From an optimization exercise on the open Yosys and OpenROAD flow, aimed at small area; shortcuts taken in it are not production practice.
Function was checked by simulation only, so behaviour that the tests miss may differ from the original.
Power is estimated from default activity; no workload was simulated.

## ri_codec
module ri_codec (
    input  wire        clk,
    input  wire        rst_n,
    input  wire        tick,          
    input  wire        edge_valid,    
    input  wire        edge_rising,   
    input  wire        uart_valid,    
    input  wire [7:0]  uart_data,
    output wire        ri_out,        
    output wire        input_en,      
    output wire        frame_active,  
    output wire        rx_valid,      
    output wire [11:0] rx_cmd,
    output wire        tx_valid,      
    output wire [15:0] tx_cmd
);
    reg  [15:0] pt;        
    reg  [3:0]  tk;        
    reg  [11:0] bbuf;      
    reg         fip;       
    reg  [2:0]  len;       
    reg         bad;       
    reg         lastx;     
    reg  [15:0] val;       
    reg         act;       
    reg         pin;       
    reg  [3:0]  ph;        
    reg  [1:0]  q;         
    wire       ph_hdr = (ph == 4'd0);
    wire       ph_trl = (ph == 4'd13);
    wire       bitv   = val[4'd12 - ph];
    wire       c100 = pt[6] & pt[5] & pt[2];
    wire       c200 = pt[7] & pt[6] & pt[3];
    wire       c300 = pt[8] & pt[5] & pt[3] & pt[2];
    wire       c400 = pt[8] & pt[7] & pt[4];
    wire       hit  = act & (pin ? (ph_hdr ? c300 : c100)
                                 : (ph_hdr ? c400 : ((bitv & !ph_trl) ? c300 : c200)));
    wire       go_low      = hit & pin;
    wire       phase_end   = hit & !pin;
    wire       phase_start = phase_end & !ph_trl;
    wire       done        = phase_end & ph_trl;
    wire ev_frame = (q == 2'b01);
    wire ev_bit   = q[1];
    wire ev_uart  = len[2] & len[1];
    wire tx_start = ev_uart & !bad & !lastx;
    wire tk12     = (tk == 4'd12);
    wire tk13     = (tk == 4'd13);
    wire act_mid   = tx_start | (act & !done);
    wire armed_mid = act ? done : !tx_start;
    wire zero_pt   = tx_start | phase_start | done;
    wire [2:0] len_mid = ev_uart ? 3'd0 : len;
    wire edge_taken = edge_valid & !act_mid;
    wire hdr  = pt > 16'd250 && pt < 16'd350;
  ...
For scale: ~62 flip-flops, roughly 47 I/O pins, ~3400 µm² of cells after synthesis.
clock: 10.0 ns
lec_check: 0
abc_area: 1
cap_margin: 20
core_margin: 2
core_utilization: 40
slew_margin: 20
standard.sh (not shown) runs the stock make flow with config.mk's settings and CLKGATE_MAP_FILE= SYNTH_SCRIPT=/design/flow/synth_recipe.tcl, a recipe that flattens the netlist after the stock synthesis.
==> flow/flow/run.sh <==
#!/bin/bash
# The standard layout, with two changes: the port buffers are the smallest
# buffer (buf_1) instead of the default choice, and the clock tree uses one
# level of large clock buffers without dummy loads.
set -euo pipefail
export BUFFER_PORTS_ARGS="-buffer_cell sky130_fd_sc_hd__buf_1"
export CTS_ARGS="-sink_clustering_enable -repair_clock_nets -dont_use_dummy_load -buf_list sky130_fd_sc_hd__clkbuf_16 -sink_clustering_size 70 -sink_clustering_max_diameter 200"
bash standard.sh > standard.log 2>&1
Next try:
ABC_AREA = default   (was 1)
CORE_UTILIZATION = 70   (was 40)
PLACE_DENSITY = 0.8   (was default)
What happened: Synthesized cell count fell by about 20%. Area after synthesis fell by 2.7%. Routed wire length fell by 14%. Sequential share of layout area rose by 2.0 points. Combinational power fell by 36%. Final cell count fell by 26%.
Next try:
==> flow/run.sh (new file) <==
#!/bin/bash
# synth_recipe.tcl (not shown) runs the flow's synth.tcl, then flattens the netlist and writes it again
# the make line also repeats each setting of config.mk as NAME=value (left out here)
make -C /OpenROAD-flow-scripts/flow DESIGN_CONFIG=/design/flow/config.mk WORK_HOME=/design/flow/orfs CLKGATE_MAP_FILE= SYNTH_SCRIPT=/design/flow/synth_recipe.tcl finish
ABC_AREA = 1   (was default)
CORE_UTILIZATION = 40   (was 70)
CTS_BUF_LIST = sky130_fd_sc_hd__clkbuf_16   (was default)
CTS_CLUSTER_DIAMETER = 200   (was default)
CTS_CLUSTER_SIZE = 70   (was default)
PLACE_DENSITY = default   (was 0.8)
removed: flow/flow/run.sh
removed: flow/standard.sh
The changed run passed the timing, design-rule and antenna checks.
Power is higher by roughly a tenth.
Die area rose by well over a third.
Area after synthesis went up by a few percent.
Synthesized cell count increases by a quarter to a third.
Via count came out higher by roughly a tenth.
First-iteration DRC count went down by well over a third.
Cell area rises by roughly a tenth.
Core utilization went down by 32 points.
Global-route usage fell by 8.0 points.
Next try:
==> flow/flow/run.sh (new file) <==
#!/bin/bash
# The standard layout, with two changes: the port buffers are the smallest
# buffer (buf_1) instead of the default choice, and the clock tree uses one
# level of large clock buffers without dummy loads.
set -euo pipefail
export BUFFER_PORTS_ARGS="-buffer_cell sky130_fd_sc_hd__buf_1"
export CTS_ARGS="-sink_clustering_enable -repair_clock_nets -dont_use_dummy_load -buf_list sky130_fd_sc_hd__clkbuf_16 -sink_clustering_size 70 -sink_clustering_max_diameter 200"
bash standard.sh > standard.log 2>&1
==> flow/standard.sh (new file) <==
#!/bin/bash
# synth_recipe.tcl (not shown) runs the flow's synth.tcl, then flattens the netlist and writes it again
# the make line also repeats each setting of config.mk as NAME=value (left out here)
make -C /OpenROAD-flow-scripts/flow DESIGN_CONFIG=/design/flow/config.mk WORK_HOME=/design/flow/orfs CLKGATE_MAP_FILE= SYNTH_SCRIPT=/design/flow/synth_recipe.tcl "${@:-finish}"
ABC_AREA = default   (was 1)
CTS_BUF_LIST = default   (was sky130_fd_sc_hd__clkbuf_16)
CTS_CLUSTER_DIAMETER = default   (was 200)
CTS_CLUSTER_SIZE = default   (was 70)
removed: flow/run.sh
The changed run passed the timing, design-rule and antenna checks.
Sequential share of layout area climbs by 4.4 points.
Worst setup slack improves by 90 ps.
Power drops by 9.2%.
Area after synthesis drops by 2.7%.
Global-route usage drops by 1.8 points.
Core utilization drops by 3.2 points.
First-iteration DRC count drops by about 9%.
Design area drops by about 10%.
Hold slack degrades by 12 ps.

[afterwards: timing with drivers on the ports]
In the flow no input, the clock included, has a driving cell. The finished layouts below were timed again as built, in two steps. Step 1: set_driving_cell puts a clkbuf_16 on clk and a buf_2 on each other input, an assumption about the parent block. Step 2 times the ports against the registers' clock, not the clock port: input delays grow and output delays shrink by t, the midpoint of the rising clock arrivals with the driver on. a / b / c = ideal ports / drivers / drivers and shift; a / b = the first two.
run | t, ns | setup WS [ns] | worst hold slack (ns)
the first run | 0.361 | 6.311 / 6.311 / 6.152 | 0.438 / 0.438 / 0.438
the second run | 0.350 | 6.053 / 6.054 / 6.045 | 0.433 / 0.433 / 0.433
the third run | 0.362 | 5.986 / 5.947 / 5.741 | 0.450 / 0.450 / 0.450
the fourth run | 0.353 | 6.076 / 6.076 / 6.043 | 0.438 / 0.438 / 0.438
After both steps setup and hold are still met in every run listed. The setup slack of the third run, which loses most, moves by -0.039 ns with the drivers and by -0.245 ns with both steps.
